This is an optimization exercise on Yosys and OpenROAD, whose aim is small area, not a production implementation.
No functional check of the RTL was part of any run shown here.
No activity file was given, so power comes from the tool's default toggle rates.

## run.sh

```bash
#!/bin/bash
# synth_recipe.tcl (not shown) runs the flow's synth.tcl, then flattens the netlist and writes it again
# the make line also repeats each setting of config.mk as NAME=value (left out here)
make -C /OpenROAD-flow-scripts/flow DESIGN_CONFIG=/design/flow/config.mk WORK_HOME=/design/flow/orfs CLKGATE_MAP_FILE= SYNTH_SCRIPT=/design/flow/synth_recipe.tcl finish
```

## config.mk

```make
export PLATFORM = sky130hd
export DESIGN_NAME = ssd1675a_ctrl
export DESIGN_NICKNAME = ssd1675a_ctrl
export VERILOG_FILES = /design/flow/design.v
export SDC_FILE = /design/flow/constraint.sdc
export NUM_CORES = 4
export LEC_CHECK = 0
export CAP_MARGIN = 20
export CORE_MARGIN = 2
export CORE_UTILIZATION = 40
export CTS_BUF_LIST = sky130_fd_sc_hd__clkbuf_8
export PLACE_DENSITY = 0.6
export SLEW_MARGIN = 20
```

## constraint.sdc

```tcl
create_clock -name core_clock -period 10.0 [get_ports {clk}]
set_input_delay 2.0000 -clock core_clock [delete_from_list [all_inputs] [get_ports {clk}]]
set_output_delay 2.0000 -clock core_clock [all_outputs]
set_load 0.01 [all_outputs]
```

## design.v

```verilog
module ssd1675a_cfg_rom(pa, kind, val);
  input [6:0] pa;
  wire [6:0] pa;
  output [2:0] kind;
  wire [2:0] kind;
  output [7:0] val;
  wire [7:0] val;
  wire _0_;
  wire _100_;
  wire _101_;
  wire _102_;
  wire _103_;
  wire _104_;
  wire _105_;
  wire _106_;
  wire _107_;
  wire _108_;
  wire _109_;
  wire _10_;
  wire _110_;
  wire _111_;
  wire _112_;
  wire _113_;
  wire _114_;
  wire _115_;
  wire _116_;
  wire _117_;
  wire _118_;
  wire _119_;
  wire _11_;
  wire _120_;
  wire _121_;
  wire _122_;
  wire _123_;
  wire _124_;
  wire _125_;
  wire _126_;
  wire _127_;
  wire _128_;
  wire _129_;
  wire _12_;
  wire _130_;
  wire _131_;
  wire _132_;
  wire _133_;
  wire _134_;
  wire _135_;
  wire _136_;
  wire _137_;
  wire _138_;
  wire _139_;
  wire _13_;
  wire _140_;
  wire _141_;
  wire _142_;
  wire _143_;
  wire _144_;
  wire _145_;
  wire _146_;
  wire _147_;
  wire _148_;
  wire _149_;
  wire _14_;
  wire _150_;
  wire _151_;
  wire _152_;
  wire _153_;
  wire _154_;
  wire _155_;
  wire _156_;
  wire _157_;
  wire _158_;
  wire _159_;
  wire _15_;
  wire _160_;
  wire _161_;
  wire _162_;
  wire _163_;
  wire _164_;
  wire _165_;
  wire _166_;
  wire _167_;
  wire _168_;
  wire _169_;
  wire _16_;
  wire _170_;
  wire _171_;
  wire _172_;
  wire _173_;
  wire _174_;
  wire _175_;
  wire _176_;
  wire _177_;
  wire _178_;
  wire _179_;
  wire _17_;
  wire _180_;
  wire _181_;
  wire _182_;
  wire _183_;
  wire _184_;
  wire _185_;
  wire _186_;
  wire _187_;
  wire _188_;
  wire _189_;
  wire _18_;
  wire _190_;
  wire _191_;
  wire _192_;
  wire _193_;
  wire _19_;
  wire _1_;
  wire _20_;
  wire _21_;
  wire _22_;
  wire _23_;
  wire _24_;
  wire _25_;
  wire _26_;
  wire _27_;
  wire _28_;
  wire _29_;
  wire _2_;
  wire _30_;
  wire _31_;
  wire _32_;
  wire _33_;
  wire _34_;
  wire _35_;
  wire _36_;
  wire _37_;
  wire _38_;
  wire _39_;
  wire _3_;
  wire _40_;
  wire _41_;
  wire _42_;
  wire _43_;
  wire _44_;
  wire _45_;
  wire _46_;
  wire _47_;
  wire _48_;
  wire _49_;
  wire _4_;
  wire _50_;
  wire _51_;
  wire _52_;
  wire _53_;
  wire _54_;
  wire _55_;
  wire _56_;
  wire _57_;
  wire _58_;
  wire _59_;
  wire _5_;
  wire _60_;
  wire _61_;
  wire _62_;
  wire _63_;
  wire _64_;
  wire _65_;
  wire _66_;
  wire _67_;
  wire _68_;
  wire _69_;
  wire _6_;
  wire _70_;
  wire _71_;
  wire _72_;
  wire _73_;
  wire _74_;
  wire _75_;
  wire _76_;
  wire _77_;
  wire _78_;
  wire _79_;
  wire _7_;
  wire _80_;
  wire _81_;
  wire _82_;
  wire _83_;
  wire _84_;
  wire _85_;
  wire _86_;
  wire _87_;
  wire _88_;
  wire _89_;
  wire _8_;
  wire _90_;
  wire _91_;
  wire _92_;
  wire _93_;
  wire _94_;
  wire _95_;
  wire _96_;
  wire _97_;
  wire _98_;
  wire _99_;
  wire _9_;
  assign _175_ = 4'h8 >> { pa[4], pa[6] };
  assign _174_ = 4'h8 >> { _175_, pa[5] };
  assign _173_ = 4'h4 >> { pa[3], pa[0] };
  assign _172_ = 4'h2 >> { pa[4], pa[6] };
  assign _171_ = 4'h8 >> { _172_, pa[5] };
  assign _170_ = 4'h2 >> pa[2:1];
  assign _169_ = 4'h4 >> pa[2:1];
  assign _168_ = 4'h1 >> { _169_, _170_ };
  assign _167_ = 4'h8 >> { _168_, _171_ };
  assign _166_ = 4'h8 >> { _167_, _173_ };
  assign _165_ = 4'h2 >> { pa[4], pa[1] };
  assign _164_ = 4'h4 >> { pa[4], pa[1] };
  assign _163_ = 4'h1 >> { _164_, _165_ };
  assign _162_ = 4'h4 >> { pa[5], pa[6] };
  assign _161_ = 4'h4 >> { _162_, _163_ };
  assign _160_ = 4'h1 >> pa[4:3];
  assign _159_ = 4'h1 >> { _160_, _173_ };
  assign _158_ = 4'h1 >> { pa[2], pa[0] };
  assign _157_ = 4'h4 >> { _158_, _159_ };
  assign _156_ = 4'h8 >> { _157_, _161_ };
  assign _155_ = 4'h1 >> { _156_, _167_ };
  assign _154_ = 4'h1 >> { pa[3], pa[0] };
  assign _153_ = 4'h8 >> { _154_, pa[1] };
  assign _152_ = 4'h4 >> { _153_, _155_ };
  assign _151_ = 4'h1 >> { pa[5], pa[6] };
  assign _150_ = 4'h8 >> { _151_, pa[4] };
  assign _149_ = 4'h4 >> { _150_, pa[0] };
  assign _148_ = 4'h1 >> { _149_, _152_ };
  assign _147_ = 4'h2 >> pa[3:2];
  assign _146_ = 4'h2 >> { _168_, pa[3] };
  assign _145_ = 4'h1 >> { _146_, _147_ };
  assign _144_ = 4'h1 >> { _145_, _148_ };
  assign _143_ = 4'h8 >> { _144_, pa[1] };
  assign _142_ = 4'h1 >> { _143_, _166_ };
  assign _141_ = 4'h8 >> pa[4:3];
  assign _140_ = 4'h8 >> { _141_, pa[1] };
  assign _139_ = 4'h4 >> { pa[6], pa[3] };
  assign _138_ = 4'h4 >> { _139_, _163_ };
  assign _137_ = 4'h1 >> { _138_, _140_ };
  assign _136_ = 4'h1 >> { _137_, pa[0] };
  assign _135_ = 4'h8 >> { pa[3], pa[0] };
  assign _134_ = 4'h8 >> { _135_, _164_ };
  assign _133_ = 4'h1 >> { _134_, _136_ };
  assign _132_ = 4'h1 >> { _133_, pa[2] };
  assign _131_ = 4'h8 >> { pa[3], pa[1] };
  assign _130_ = 4'h2 >> { _131_, _151_ };
  assign _129_ = 4'h2 >> { pa[4], pa[2] };
  assign _128_ = 4'h8 >> { _129_, _151_ };
  assign _127_ = 4'h1 >> { _128_, _130_ };
  assign _126_ = 4'h4 >> { _160_, pa[2] };
  assign _125_ = 4'h4 >> { _126_, pa[1] };
  assign _124_ = 4'h1 >> { _125_, _127_ };
  assign _123_ = 4'h2 >> { _131_, pa[0] };
  assign _122_ = 4'h2 >> { _141_, pa[2] };
  assign _121_ = 4'h8 >> { _122_, _123_ };
  assign _120_ = 4'h1 >> { _126_, pa[6] };
  assign _119_ = 4'h2 >> { _120_, pa[5] };
  assign _118_ = 4'h4 >> { _119_, _121_ };
  assign _117_ = 4'h1 >> { _118_, _124_ };
  assign _116_ = 4'h1 >> { _117_, _132_ };
  assign kind[1] = 4'h7 >> { _116_, _142_ };
  assign _115_ = 4'h8 >> { kind[1], _174_ };
  assign _114_ = 4'h2 >> { pa[2], pa[0] };
  assign _113_ = 4'h2 >> { _125_, pa[5] };
  assign _112_ = 4'h8 >> { _113_, _172_ };
  assign _111_ = 4'h1 >> { _112_, _114_ };
  assign _110_ = 4'h2 >> { _112_, _160_ };
  assign _109_ = 4'h2 >> { _110_, pa[0] };
  assign _108_ = 4'h1 >> { _109_, _111_ };
  assign _107_ = 4'h4 >> { _108_, kind[1] };
  assign _106_ = 4'h8 >> { pa[4], pa[1] };
  assign _105_ = 4'h8 >> { _158_, pa[3] };
  assign _104_ = 4'h8 >> { _105_, _150_ };
  assign _103_ = 4'h8 >> { _151_, pa[0] };
  assign _102_ = 4'h4 >> { _174_, pa[3] };
  assign _101_ = 4'h1 >> { _102_, _103_ };
  assign _100_ = 4'h2 >> { _101_, pa[2] };
  assign _99_ = 4'h1 >> { _100_, _104_ };
  assign _98_ = 4'h4 >> { _135_, _141_ };
  assign _97_ = 4'h8 >> { _98_, _130_ };
  assign _96_ = 4'h2 >> { _97_, _99_ };
  assign _95_ = 4'h1 >> { _96_, _106_ };
  assign _94_ = 4'h4 >> { _114_, pa[3] };
  assign _93_ = 4'h8 >> { _94_, _150_ };
  assign _92_ = 4'h1 >> { _98_, _154_ };
  assign _91_ = 4'h1 >> { _92_, pa[2] };
  assign _90_ = 4'h8 >> { _91_, _174_ };
  assign _89_ = 4'h1 >> { _90_, _93_ };
  assign _88_ = 4'h1 >> { _139_, pa[5] };
  assign _87_ = 4'h2 >> { pa[6], pa[3] };
  assign _86_ = 4'h2 >> { _87_, _165_ };
  assign _85_ = 4'h8 >> { _86_, _88_ };
  assign _84_ = 4'h8 >> { _85_, _94_ };
  assign _83_ = 4'h8 >> pa[2:1];
  assign _82_ = 4'h8 >> { _83_, _135_ };
  assign _81_ = 4'h4 >> { _175_, pa[5] };
  assign _80_ = 4'h8 >> { _81_, _82_ };
  assign _79_ = 4'h1 >> { _80_, _166_ };
  assign _78_ = 4'h4 >> { _79_, _84_ };
  assign _77_ = 4'h8 >> { _78_, _89_ };
  assign _76_ = 4'h4 >> { _77_, _95_ };
  assign _75_ = 4'h4 >> { _76_, _107_ };
  assign kind[0] = 4'hb >> { _75_, _115_ };
  assign _74_ = 4'h1 >> { _83_, pa[5] };
  assign _73_ = 4'h1 >> { _74_, pa[6] };
  assign _72_ = 4'h4 >> { _73_, _113_ };
  assign _71_ = 4'h4 >> { _72_, _159_ };
  assign _70_ = 4'h8 >> { _71_, pa[4] };
  assign _69_ = 4'h8 >> { _94_, _161_ };
  assign _68_ = 4'h1 >> { _69_, _90_ };
  assign val[7] = 4'hb >> { _68_, _70_ };
  assign _67_ = 4'h8 >> { _91_, _164_ };
  assign _66_ = 4'h4 >> { _67_, _117_ };
  assign _65_ = 4'h8 >> { _82_, _171_ };
  assign _64_ = 4'h1 >> { _65_, _97_ };
  assign _63_ = 4'h4 >> { _64_, _66_ };
  assign _62_ = 4'h2 >> { _99_, _140_ };
  assign _61_ = 4'h8 >> { _128_, _173_ };
  assign _60_ = 4'h1 >> { _61_, _152_ };
  assign _59_ = 4'h4 >> { _60_, _62_ };
  assign _58_ = 4'h8 >> { _161_, pa[3] };
  assign _57_ = 4'h1 >> { _58_, _102_ };
  assign _56_ = 4'h2 >> { _57_, _114_ };
  assign _55_ = 4'h1 >> { _129_, _170_ };
  assign _54_ = 4'h1 >> { _165_, pa[6] };
  assign _53_ = 4'h4 >> { _54_, _150_ };
  assign _52_ = 4'h4 >> { _53_, _55_ };
  assign _51_ = 4'h4 >> { _52_, pa[0] };
  assign _50_ = 4'h1 >> { _51_, _71_ };
  assign _49_ = 4'h4 >> { _50_, _56_ };
  assign _48_ = 4'h8 >> { _49_, _59_ };
  assign val[5] = 4'h7 >> { _48_, _63_ };
  assign _47_ = 4'h8 >> { _162_, pa[0] };
  assign _46_ = 4'h8 >> { _47_, val[5] };
  assign _45_ = 4'h4 >> { _171_, pa[2] };
  assign _44_ = 4'h4 >> { _45_, _108_ };
  assign _43_ = 4'h2 >> { _163_, pa[0] };
  assign _42_ = 4'h4 >> { _106_, pa[0] };
  assign _41_ = 4'h8 >> { _147_, _151_ };
  assign _40_ = 4'h4 >> { _41_, _42_ };
  assign _39_ = 4'h4 >> { _40_, _43_ };
  assign _38_ = 4'h1 >> { _39_, _90_ };
  assign _37_ = 4'h4 >> { _38_, _44_ };
  assign _36_ = 4'h2 >> { _164_, _168_ };
  assign _35_ = 4'h8 >> { _36_, _123_ };
  assign _34_ = 4'h8 >> pa[3:2];
  assign _33_ = 4'h2 >> { _34_, _106_ };
  assign _32_ = 4'h1 >> { pa[4], pa[0] };
  assign _31_ = 4'h1 >> { _32_, _169_ };
  assign _30_ = 4'h4 >> { _169_, pa[0] };
  assign _29_ = 4'h2 >> { _30_, pa[3] };
  assign _28_ = 4'h4 >> { _29_, _31_ };
  assign _27_ = 4'h1 >> { _28_, _33_ };
  assign _26_ = 4'h4 >> { _27_, _35_ };
  assign _25_ = 4'h2 >> { _26_, _151_ };
  assign _24_ = 4'h8 >> { _25_, _164_ };
  assign _23_ = 4'h4 >> { _52_, pa[3] };
  assign _22_ = 4'h1 >> { _23_, _24_ };
  assign _21_ = 4'h8 >> { _22_, _37_ };
  assign val[6] = 4'hb >> { _21_, _46_ };
  assign _20_ = 4'h1 >> { _105_, _147_ };
  assign _19_ = 4'h2 >> { _20_, _174_ };
  assign _18_ = 4'h8 >> { _125_, _151_ };
  assign _17_ = 4'h1 >> { _18_, _19_ };
  assign kind[2] = 4'h7 >> { _17_, _78_ };
  assign _16_ = 4'h2 >> { _55_, _130_ };
  assign _15_ = 4'h1 >> { _16_, _62_ };
  assign _14_ = 4'h1 >> { _154_, pa[2] };
  assign _13_ = 4'h1 >> { _14_, _15_ };
  assign _12_ = 4'h1 >> { _61_, _66_ };
  assign _11_ = 4'h4 >> { _12_, _156_ };
  assign val[4] = 4'hb >> { _11_, _13_ };
  assign _10_ = 4'h8 >> { _91_, _112_ };
  assign _9_ = 4'h8 >> { _72_, _153_ };
  assign _8_ = 4'h1 >> { _9_, _10_ };
  assign _7_ = 4'h1 >> { pa[5], pa[0] };
  assign _6_ = 4'h2 >> { _7_, pa[2] };
  assign _5_ = 4'h1 >> { _6_, _158_ };
  assign _4_ = 4'h8 >> { _146_, _172_ };
  assign _3_ = 4'h8 >> { _4_, _5_ };
  assign _2_ = 4'h1 >> { _3_, _71_ };
  assign _1_ = 4'h8 >> { _2_, _8_ };
  assign val[3] = 4'h7 >> { _1_, _12_ };
  assign _0_ = 4'h4 >> { _72_, _92_ };
  assign _193_ = 4'h2 >> { _0_, _8_ };
  assign _192_ = 4'h4 >> { _193_, _144_ };
  assign _191_ = 4'h8 >> { _192_, _63_ };
  assign val[2] = 4'h7 >> { _191_, _37_ };
  assign _190_ = 4'h4 >> { _168_, pa[5] };
  assign _189_ = 4'h8 >> { _190_, _138_ };
  assign _188_ = 4'h2 >> { _189_, _89_ };
  assign _187_ = 4'h8 >> { _139_, _164_ };
  assign _186_ = 4'h1 >> { _187_, _97_ };
  assign _185_ = 4'h1 >> { _186_, _6_ };
  assign _184_ = 4'h2 >> { _5_, _85_ };
  assign _183_ = 4'h1 >> { _184_, _185_ };
  assign _182_ = 4'h8 >> { _183_, _8_ };
  assign _181_ = 4'h8 >> { _182_, _188_ };
  assign _180_ = 4'h8 >> { _181_, _59_ };
  assign val[1] = 4'h7 >> { _180_, _142_ };
  assign _179_ = 4'h8 >> { _138_, _171_ };
  assign _178_ = 4'h1 >> { _179_, _80_ };
  assign _177_ = 4'h4 >> { _178_, _3_ };
  assign _176_ = 4'h4 >> { _177_, _25_ };
  assign val[0] = 4'h7 >> { _176_, _188_ };
endmodule
module ssd1675a_ctrl (
    input  wire        clk,
    input  wire        rst,
    input  wire        cmd_valid,
    output wire        cmd_ready,
    input  wire [3:0]  cmd_opc,
    input  wire [7:0]  cmd_code,
    input  wire        cmd_has_payload,
    input  wire [15:0] cmd_len,
    input  wire [7:0]  cmd_x0,
    input  wire [7:0]  cmd_x1,
    input  wire [15:0] cmd_y0,
    input  wire [15:0] cmd_y1,
    input  wire        dat_valid,
    output wire        dat_ready,
    input  wire [7:0]  dat_byte,
    output reg         done,
    output wire [2:0]  status,
    output reg         seq_ready,
    output reg         spi_sclk,
    output wire        spi_mosi,
    output reg         spi_cs_n,
    output reg         spi_dc,
    output reg         panel_rst_n,
    input  wire        panel_busy
);
    localparam [2:0] K_CF = 3'd0, K_DF = 3'd1, K_DC = 3'd2, K_STR = 3'd3,
                     K_CODE = 3'd4, K_WAIT = 3'd5, K_DLY = 3'd6, K_END = 3'd7;
    localparam [6:0] A_INIT = 7'd0, A_WIN = 7'd96, A_CNT = 7'd105, A_WAITI = 7'd116,
                     A_SCMD = 7'd118, A_SEND = 7'd120, A_SDATA = 7'd121;
    localparam [6:0] A_XS = 7'd97, A_XE = 7'd98, A_YSL = 7'd100, A_YSH = 7'd101,
                     A_YEL = 7'd102, A_YEH = 7'd103, A_CX = 7'd106, A_CYL = 7'd108,
                     A_CYH = 7'd109;
    localparam [2:0] S_IDLE = 3'd0, S_NEXT = 3'd1, S_LOAD = 3'd2, S_SHIFT = 3'd3,
                     S_TAIL = 3'd4, S_WAIT = 3'd5, S_DLY = 3'd6;
    reg  [2:0]  st;
    reg  [6:0]  pa;       
    reg  [25:0] R;
    reg  [8:0]  sh;       
    reg         opnd;     
    reg         show;     
    wire [2:0] kind;
    wire [7:0] val;
    ssd1675a_cfg_rom u_rom (.pa(pa), .kind(kind), .val(val));
    assign cmd_ready = (st == S_IDLE);
    assign status    = pa[2:0];
    assign spi_mosi  = sh[8];
    wire last_bit = sh[7] && (sh[6:0] == 7'd0);
    wire r_zero   = (R[15:0] == 16'd0);
    wire l_zero   = (R[8:0] == 9'd0);
    wire [15:0] r_dec = R[15:0] - 16'd1;
    wire str_take = (kind == K_STR) && (show ? dat_valid : 1'b1);
    assign dat_ready = (st == S_LOAD) && (kind == K_STR) && show;
    reg [7:0] ebyte;
    always @* begin
        ebyte = val;
        if (kind == K_STR) ebyte = show ? dat_byte : 8'hFF;
        else if (opnd) begin
            case (pa)
                A_XS:  ebyte = {4'd0, R[11:8]};
                A_XE:  ebyte = {4'd0, R[15:12]};
                A_YSL: ebyte = R[7:0];
                A_YSH: ebyte = {7'd0, R[24]};
                A_YEL: ebyte = R[23:16];
                A_YEH: ebyte = {7'd0, R[25]};
                A_CX:  ebyte = R[23:16];
                A_CYL: ebyte = R[7:0];
                A_CYH: ebyte = R[15:8];
                default: ebyte = val;
            endcase
        end
    end
    wire needs_ready = (cmd_opc == 4'd4) || (cmd_opc == 4'd5) || (cmd_opc == 4'd7) || (cmd_opc == 4'd8);
    wire refused     = (cmd_opc > 4'd8) || (needs_ready && !seq_ready);
    wire bad_window  = (cmd_x1[7:4] != 4'd0) || (cmd_x0[7:4] != 4'd0) || (cmd_x0[3:0] > cmd_x1[3:0]) ||
                       (cmd_y1 > 16'd295) || (cmd_y0[15:9] != 7'd0) || (cmd_y0[8:0] > cmd_y1[8:0]);
    wire bad_size    = (cmd_len != 16'd4736);
    reg [6:0] start_pa;
    always @* begin
        case (cmd_opc)
            4'd0:    start_pa = A_SCMD;
            4'd1:    start_pa = A_SDATA;
            4'd2:    start_pa = cmd_has_payload ? A_SEND : A_SCMD;
            4'd3:    start_pa = A_WAITI;
            4'd4:    start_pa = A_WIN;
            4'd5:    start_pa = A_CNT;
            4'd6:    start_pa = A_INIT;
            default: start_pa = A_WIN;
        endcase
    end
    always @(posedge clk) begin
        done <= 1'b0;
        case (st)
            S_IDLE: begin
                sh   <= {cmd_code, 1'b1};
                opnd <= (cmd_opc == 4'd4) || (cmd_opc == 4'd5);
                show <= (cmd_opc != 4'd7);
                R[25:16] <= (cmd_opc == 4'd5) ? {2'bxx, cmd_x0} : {cmd_y1[8], cmd_y0[8], cmd_y1[7:0]};
                if (cmd_opc == 4'd4)      R[15:0] <= {cmd_x1[3:0], cmd_x0[3:0], cmd_y0[7:0]};
                else if (cmd_opc == 4'd5) R[15:0] <= cmd_y0;
                else if (cmd_opc == 4'd7) R[15:0] <= 16'd4736;
                else                      R[15:0] <= cmd_len;
                if (cmd_valid) begin
                    if (refused) begin
                        done <= 1'b1; pa <= 7'd7;
                    end else if (cmd_opc == 4'd4 && bad_window) begin
                        done <= 1'b1; pa <= 7'd4;
                    end else if (cmd_opc == 4'd8 && bad_size) begin
                        done <= 1'b1; pa <= 7'd3;
                    end else begin
                        pa <= start_pa;
                        st <= S_NEXT;
                    end
                end
            end
            S_NEXT: begin
                case (kind)
                    K_CF, K_DF, K_CODE: begin
                        spi_cs_n <= 1'b0;
                        spi_dc   <= (kind == K_DF);
                        st       <= S_LOAD;
                    end
                    K_STR: begin
                        spi_cs_n <= 1'b0;
                        spi_dc   <= 1'b1;
                        if (r_zero) begin
                            pa <= pa + 7'd1;
                            st <= S_TAIL;
                        end else
                            st <= S_LOAD;
                    end
                    K_WAIT: begin
                        R[15:0] <= 16'd50 << 9;
                        pa <= pa + 7'd1;
                        st <= S_WAIT;
                    end
                    K_DLY: begin
                        R[15:0] <= 16'd20 << 9;
                        panel_rst_n <= val[0];
                        pa <= pa + 7'd1;
                        st <= S_DLY;
                    end
                    K_END: begin
                        if (val[1] && !opnd)
                            pa <= pa + 7'd1;
                        else begin
                            done <= 1'b1;
                            pa   <= 7'd0;
                            if (val[0]) seq_ready <= 1'b1;
                            st   <= S_IDLE;
                        end
                    end
                    default: st <= S_TAIL;
                endcase
            end
            S_LOAD: begin
                if (kind == K_STR) begin
                    if (str_take) begin
                        sh <= {ebyte, 1'b1};
                        R[15:0] <= r_dec;
                        st <= S_SHIFT;
                    end
                end else begin
                    if (kind != K_CODE) sh <= {ebyte, 1'b1};
                    pa <= pa + 7'd1;
                    st <= S_SHIFT;
                end
            end
            S_SHIFT: begin
                spi_sclk <= !spi_sclk;
                if (spi_sclk) begin
                    if (!last_bit)
                        sh <= {sh[7:0], 1'b0};
                    else if (kind == K_DC)
                        st <= S_LOAD;
                    else if (kind == K_STR && spi_dc) begin
                        if (r_zero) begin
                            pa <= pa + 7'd1;
                            st <= S_TAIL;
                        end else
                            st <= S_LOAD;
                    end else
                        st <= S_TAIL;
                end
            end
            S_TAIL: begin
                spi_cs_n <= 1'b1;
                st <= S_NEXT;
            end
            S_WAIT, S_DLY: begin
                R[15:0] <= l_zero ? (r_dec & ~16'd12) : r_dec;
                if (st == S_DLY) begin
                    if (r_zero) st <= S_NEXT;
                end else if (l_zero) begin
                    if (!panel_busy)
                        st <= S_NEXT;
                    else if (r_zero) begin
                        done <= 1'b1;
                        pa <= 7'd2;
                        seq_ready <= 1'b0;
                        st <= S_IDLE;
                    end
                end
            end
            default: st <= S_IDLE;
        endcase
        if (rst) begin
            st          <= S_IDLE;
            done        <= 1'b0;
            seq_ready   <= 1'b0;
            panel_rst_n <= 1'b1;
            spi_cs_n    <= 1'b1;
            spi_sclk    <= 1'b0;
        end
    end
endmodule
```

==> results of run 1 <==
stage by stage:
stage	std cells	power (mW)	hold WS, ns	utilization, %
6_report	980	2.03	0.523	49.3
5_1_grt	980	2.16	0.563	49.3
4_1_cts	980	2.00	0.529	49.3
3_5_place_dp	972	1.86	0.513	48.6
3_3_place_gp	972	1.86	0.493	48.6
2_1_floorplan	731	1.46	0.513	-
cell families after synthesis:
family                   after synthesis
AO/OA/AOI/OAI                        243
XOR/XNOR                              23
adder cells (fa/ha/maj)               23
buffers and inverters                 86
flip-flops                            53
multiplexers                          13
AND/OR/NAND/NOR                      290
Yosys cell counts (5+ instances only):
master,number
nand4_1,9
dfxtp_1,8
or3_1,9
clkbuf_1,26
nor4_1,13
xor2_1,8
and3_1,9
o21ai_0,54
and2_1,6
nor4b_1,7
nand3_1,28
nand2_1,79
o22ai_1,16
a311oi_1,5
edfxtp_1,45
a21oi_1,47
a211oi_1,9
a31oi_1,9
inv_1,36
nor2_1,53
a22oi_1,20
or4_1,7
mux2i_1,8
o221ai_1,7
a211o_1,7
buf_2,12
ha_1,23
xnor2_1,15
nor3_1,25
o211ai_1,10
nand2b_1,8
nor2b_1,12
o31ai_1,6
mux2_2,5
area by class of cell:
class	instances	area, um2	share of cell area [%]
multi-input combinational	592	3800	55.5
clock inverter	3	23.8	0.347
clock buffer	5	68.8	1.01
sequential	53	1510	22.1
timing repair buffer	110	1080	15.8
inverter	37	139	2.03
tap	180	225	3.29
worst max-delay path: cells and delay by family, from the launching register on:
family,cells,cell delay [ns]
AND/OR/NAND/NOR,3,0.75
AO/OA/AOI/OAI,3,1.22
flip-flops,1,0.93
adder cells (fa/ha/maj),1,0.44
buffers and inverters,2,0.91
sequential cells by signal (all words and copies together) (netlist names):
name         flops
panel_rst_n      1
sh               9
show             1
pa               7
opnd             1
spi_cs_n         1
R               26
done             1
st               3
spi_dc           1
seq_ready        1
spi_sclk         1
power groups by stage:
stage / logic (mW) / registers (mW) / clock network, mW
after floorplan: 0.976 / 0.481 / 0
after global placement: 1.31 / 0.549 / 0
after detailed placement: 1.31 / 0.550 / 0
after CTS: 1.32 / 0.545 / 0.134
after global routing: 1.46 / 0.563 / 0.140
final: 1.35 / 0.548 / 0.130
routing by layer:
| layer | global-route usage (%) | wire (um) | up-vias |
|---|---|---|---|
| met1 | 36.3 | 8790 | 2981 |
| met3 | 3.14 | 1610 | 47 |
| met5 | 0 | 0 | - |
| met2 | 49.9 | 10700 | 365 |
| met4 | 10.5 | 728 | 0 |
| li1 | - | - | 2928 |
worst max-delay path by stage:
| stage | from | endpoint | slack (ns) |
|---|---|---|---|
| finish | pa[1] | dat_ready | 3.43 |
| CTS | pa[1] | dat_ready | 3.50 |
| global placement | pa[1] | dat_ready | 3.91 |
| floorplan | pa[1] | dat_ready | 5.10 |
| detailed placement | pa[1] | dat_ready | 3.86 |
| global route | pa[1] | dat_ready | 3.19 |
==> reports/results.ini, run 1 <==
[status]
status=complete, no violations

[synth]
synth_area_leaders=edfxtp_1 (24%), nand2_1 (5.2%), ha_1 (5.1%), o21ai_0 (4.8%), a21oi_1 (4.1%)
synth_top_family_by_area=compound AO/OA/AOI/OAI gates
synth.cell_area_um2=5680
synth-simple-area-share_pct=26.5
syn_area_per_cell_um2=7.77
synth_mux_area_share_pct=2.40
synth_cells=731
synth_edf_count=45
synth_top_area_cell=edfxtp_1
synth_top_cell_area_share_pct=23.8
synth.distinct_cells=82
ys_seq_elements=53
synth-xor-area-share_pct=3.54
synth_compound_area_share_pct=29.3
synth_ff_type=edfxtp_1
yosys_warnings=1
ys_async_sr_fraction_pct=0
yosys.area_share.adder_pct=5.06
synth_nets=844
yosysSeqAreaShare_pct=26.6

[floorplan]
die_w_um=123
boundaryPins=102
core-area_um2=13900
die_h_um=123
dieArea_um2=15200
rows=43
initial_core_util_pct=40.9

[route]
via_per_inst=6.45
num_vias=6321
firstDrtPassIters=6
final_antenna_net_count=0
wirelength_um=21800
wl_per_cell_um=22.3
drc_errors=0
first_iter_violations=684

[cells_and_area]
fillers=1419
drive_above_1_share_pct=4.88
layout.nets=912
n_antenna_cell=0
fin_area_um2=6840
layout_common_cells=clkdlybuf4s50_1 (101), nand2_1 (79), o21ai_0 (54), nor2_1 (53), a21oi_1 (47)
final_common_cell=clkdlybuf4s50_1
syn2layout_area_growth_pct=20.4

[sta]
max_freq_ghz=0.152
max_slew_margin_pct=26.5
hold_violations=0
rsz0062_at_grt=no
period_share_pct=65.7
drv_slew=0
min_period_ns=6.57
timing.final.ws_setup_ns=3.43
clock_skew_ns=0.0212
finalSetupViolCount=0
finalSetupTns_ns=0
worst_pin_slew_ns=1.09

[power_and_ir_drop]
pwr-share-comb_pct=66.5
p_sw_mw=1.09
p_int_uw=940
vdd_drop_max_v=0.000107
leakagePower_nw=2.46
seqPwrFrac_pct=27.1
netSwitchingFraction_pct=53.6
cellPowerDensity_nw_per_um2=296
pwr-share-clk_pct=6.4

[grt]
grt_max_degree=42
grt_pass1_vias=6055
grt_pass1_wl_um=33100
grt_use_total_pct=28.6
overflow=0
antenna_found_initial=0

[clock_tree]
cts.clk_slew.worst_paths_ns=0.11
cts_max_level=2
post_cts_buffers=0
clockBufferDepth=2
cts_buffers=5
cts_sinks=53
cts_tree=built
postCtsHoldBufs=0
clockRootBuffer=clkbuf_8
post_cts_resized=0
clk_latency_ns=0.33

[worst_setup_path]
slowest_stage=edfxtp_1
path_class=flop to primary output
regToRegEndpoint=pa[3]
crit_chain=inv_1 > ha_1 > nor2_1 > a41oi_1 > a2111oi_4 > a2111o_1 > and3_4 > and3_1 > clkdlybuf4s50_1
crit_path_start_kind=flop
r2r-start=pa[1]
r2r_slack_ns=4.97
cp_max_fo=25
endpoint_kind=primary output
r2r_cells=9
cpPeakStageDelay_ns=0.93
arrival_ns=4.57
cp.required_ns=8.00

[placement]
routabilityCongestion=0.985
post-place-ws_ns=3.86
place.port_buffers=101
place_hpwl_um=17000
placed_cell_area_um2=6750

[min_path]
holdCritStartpoint=spi_cs_n
worst_hold_path_type=flop to flop
hold_path_depth=2
min_to=spi_cs_n

[run]
drv_cap=0

==> inputs of run 2 (changes only) <==
==> flow/run.sh (new file) <==
#!/bin/bash
# The standard layout, with the smallest buffer on each port and power recovery
# (downsizing of cells off the critical paths) after global routing.
set -euo pipefail
export BUFFER_PORTS_ARGS="-buffer_cell sky130_fd_sc_hd__buf_1"
export RECOVER_POWER=100
bash standard.sh > standard_flow.log 2>&1
==> standard.sh (new file) <==
#!/bin/bash
# synth_recipe.tcl (not shown) runs the flow's synth.tcl, then flattens the netlist and writes it again
# the make line also repeats each setting of config.mk as NAME=value (left out here)
make -C /OpenROAD-flow-scripts/flow DESIGN_CONFIG=/design/flow/config.mk WORK_HOME=/design/flow/orfs CLKGATE_MAP_FILE= SYNTH_SCRIPT=/design/flow/synth_recipe.tcl "${@:-finish}"
--- a/config.mk
+++ b/config.mk
@@ -8,6 +8,5 @@
 export CAP_MARGIN = 20
 export CORE_MARGIN = 2
 export CORE_UTILIZATION = 40
-export CTS_BUF_LIST = sky130_fd_sc_hd__clkbuf_8
 export PLACE_DENSITY = 0.6
 export SLEW_MARGIN = 20
removed: run.sh
==> run 2 against run 1 <==
Compared with the run above: the layout now fails its checks (max-capacitance violations, max-slew violations); setup slack worse by 0.60 ns; cell count is 0.20% higher; sequential power decreased by 5.1%; global-route usage shrank 0.53 points; critical path depth rose by 1; critical path type unchanged; largest power group unchanged; highest routed layer unchanged.
==> reports/results.ini, run 2 <==
[status]
status=complete, but fails checks  ; was complete, no violations
so.violations=max-capacitance violations, max-slew violations

[run]
drv_cap=3  ; was 0

[synth]
synth.cell_area_um2=5680  ; unchanged
synth_ff_type=edfxtp_1  ; unchanged
yosysSeqAreaShare_pct=26.6  ; unchanged
synth_top_area_cell=edfxtp_1  ; unchanged
ys_seq_elements=53  ; unchanged
synth_nets=844  ; unchanged
synth.most_common_cell=nand2_1  ; unchanged
synth_cells=731  ; unchanged
synth.distinct_cells=82  ; unchanged
synth_common_cells=nand2_1 (79), o21ai_0 (54), nor2_1 (53)  ; unchanged
synth_edf_count=45  ; unchanged
synth_area_leaders=edfxtp_1 (24%), nand2_1 (5.2%), ha_1 (5.1%), o21ai_0 (4.8%), a21oi_1 (4.1%)  ; unchanged
syn_area_per_cell_um2=7.77  ; unchanged
synth_top_cell_area_share_pct=23.8  ; unchanged
yosys_warnings=1  ; unchanged
ys_async_sr_fraction_pct=0  ; unchanged

[worst_setup_path]
crit_buf_inv=3  ; was 2
endpoint_kind=primary output  ; unchanged
crit_path_start_kind=flop  ; unchanged
cp_max_fo=25  ; unchanged
r2r_slack_ns=4.05  ; was 4.97 ns
cpMostUsedCell=and3_1
r2r_cells=10  ; was 9
cp.required_ns=8.00  ; about the same
slowest_stage=a2111oi_0  ; was edfxtp_1
crit_chain=clkbuf_1 > inv_1 > ha_1 > nor2_1 > a41oi_1 > a2111oi_0 > a2111o_1 > and3_1 > and3_1 > buf_1  ; was inv_1 > ha_1 > nor2_1 > a41oi_1 > a2111oi_4 > a2111o_1 > and3_4 > and3_1 > clkdlybuf4s50_1
path_delay_family=compound AO/OA/AOI/OAI gates  ; unchanged
path_class=flop to primary output  ; unchanged
arrival_ns=5.17  ; was 4.57 ns
cp.depth=10  ; was 9
cpPeakStageDelay_ns=0.98  ; was 0.93 ns

[sta]
whs_ns=0.538  ; was 0.523 ns
finalSetupTns_ns=0  ; unchanged
finalSetupViolCount=0  ; unchanged
rsz0062_at_grt=no  ; unchanged
hold_violations=0  ; unchanged
max_slew_margin_pct=-23.9  ; was 26.5%
clock_skew_ns=0.00870  ; was 0.0212 ns
period_share_pct=71.7  ; was 65.7%
worst_pin_slew_ns=1.86  ; was 1.09 ns
drv_slew=84  ; was 0
max_freq_ghz=0.139  ; was 0.152 GHz
min_period_ns=7.17  ; was 6.57 ns

[grt]
grt_use_total_pct=28.1  ; was 28.6%
grt_pass1_vias=5940  ; was 6055
antenna_found_initial=0  ; unchanged
grt_max_degree=42  ; unchanged
grt_pass1_wl_um=32400  ; was 33100 um
overflow=0  ; unchanged

[clock_tree]
postCtsHoldBufs=0  ; unchanged
cts_max_level=2  ; unchanged
cts_tree=built  ; unchanged
cts_buffers=5  ; unchanged
cts.clk_slew.worst_paths_ns=0.08  ; was 0.11 ns
post_cts_resized=0  ; unchanged
post_cts_buffers=0  ; unchanged
clockBufferDepth=2  ; unchanged
clockRootBuffer=clkbuf_16  ; was clkbuf_8
cts_sinks=53  ; unchanged
clk_latency_ns=0.31  ; was 0.33 ns

[placement]
dp.cells=974  ; was 972
place_hpwl_um=16400  ; was 17000 um
routabilityCongestion=0.996  ; was 0.985
place.port_buffers=101  ; unchanged

[floorplan]
core-area_um2=13900  ; unchanged
die_h_um=123  ; unchanged
initial_core_util_pct=40.9  ; unchanged
die_w_um=123  ; unchanged
dieArea_um2=15200  ; unchanged
rows=43  ; unchanged
boundaryPins=102  ; unchanged

[route]
drc_errors=0  ; unchanged
via_per_inst=6.43  ; was 6.45
first_iter_violations=661  ; was 684
final_antenna_net_count=0  ; unchanged
wirelength_um=21300  ; was 21800 um
wl_per_cell_um=21.7  ; was 22.3 um
firstDrtPassIters=5  ; was 6
num_vias=6315  ; was 6321

[cells_and_area]
n_antenna_cell=0  ; unchanged
largest_reg_flops=26  ; unchanged
final_common_cell=buf_1  ; was clkdlybuf4s50_1
layout.nets=914  ; was 912
layout_common_cells=buf_1 (100), nand2_1 (80), o21ai_0 (55), nor2_1 (53), a21oi_1 (47)  ; was clkdlybuf4s50_1 (101), nand2_1 (79), o21ai_0 (54), nor2_1 (53), a21oi_1 (47)
reg_top3=R x26, sh x9, pa x7  ; unchanged
syn2layout_area_growth_pct=9.36  ; was 20.4%
utilization_pct=44.8  ; was 49.3%
layout.cells.non_filler=982  ; was 980
drive_above_1_share_pct=3.62  ; was 4.88%
top_register=R  ; unchanged

[power_and_ir_drop]
pwr-share-clk_pct=9.3  ; was 6.4%
pwr-share-comb_pct=65.0  ; was 66.5%
p_int_uw=930  ; was 940 uW
p_sw_mw=1.09  ; about the same
vdd_drop_max_v=0.000141  ; was 0.000107 V
cellPowerDensity_nw_per_um2=326  ; was 296 nW/um2
leakagePower_nw=2.19  ; was 2.46 nW
netSwitchingFraction_pct=54.0  ; was 53.6%
seqPwrFrac_pct=25.7  ; was 27.1%

[min_path]
worst_hold_path_type=flop to flop  ; unchanged
hold_path_depth=2  ; unchanged

run 2: layer usage:
layer	part of all wire [%]	global-route usage, %
met1	42	35.6
met2	46	46.1
met3	8.0	5.54
met4	4.7	12.6
met5	0	0
run 2: layout make-up:
cell class / instances / area, um2
timing repair buffer: 112 / 443
inverter: 37 / 139
tap: 180 / 225
fill: 1392 / 7670
multi-input combinational: 592 / 3750
clock inverter: 3 / 23.8
clock buffer: 5 / 125
sequential: 53 / 1510
run 2: per-stage QoR:
step / setup WS [ns] / power (mW) / cell area, um2
2_1_floorplan: 5.10 / 1.46 / 5680
3_3_place_gp: 4.77 / 1.82 / 6130
3_5_place_dp: 4.70 / 1.83 / 6130
4_1_cts: 4.36 / 2.02 / 6280
5_1_grt: 2.50 / 2.15 / 6210
6_report: 2.83 / 2.02 / 6210
run 2: power groups by stage:
stage	sequential, mW	clock (mW)	combinational (mW)
finish	0.520	0.188	1.32
global route	0.533	0.195	1.42
global placement	0.518	0	1.30
CTS	0.516	0.188	1.31
floorplan	0.481	0	0.976
detailed placement	0.520	0	1.31
run 2: cell families after synthesis:
kind of cell    after synthesis  synth area share [%]
buf+inv                      86                  6.60
mux                          13                  2.40
xor+xnor                     23                  3.54
flops                        53                  26.6
compound gates              243                  29.3
simple gates                290                  26.5
fa+ha+maj                    23                  5.06
run 2: final timing paths:
| check | to | from |
|---|---|---|
| worst max-delay path | dat_ready | pa[1] |
| worst min-delay path | spi_cs_n | spi_cs_n |
| worst max register to register | R[14] | pa[1] |
| worst min register to register | spi_cs_n | spi_cs_n |
run 2: worst register-to-register path: stages, from the launching register on:
cell and delay [ns]:
edfxtp_1 0.32, clkbuf_1 0.83, inv_1 0.43, ha_1 0.46
nor2_1 0.27, a41oi_1 0.20, a2111oi_0 0.98, a2111oi_0 0.52
nor3_1 0.61, nand2b_1 0.30, o211a_1 0.64

## static timing again, ports no longer ideal
The flow's constraints put no driver on any port. The routed layouts listed below were extracted and timed again, unchanged, in two steps.
Step 1, drivers: a clkbuf_16 drives clk and a buf_2 each remaining input, both assumed.
Step 2 also shifts input and output timing later by t, the mid clock arrival at the registers, as if the neighbouring blocks saw the same clock.
a / b / c = ideal / step 1 / step 2; a / b = the first two.
run	shift t [ns]	slack for setup (ns)	worst setup path at the end
run 1	0.358	3.432 / 3.393 / 3.751	register to output
run 2	0.348	2.830 / 2.788 / 3.136	register to output
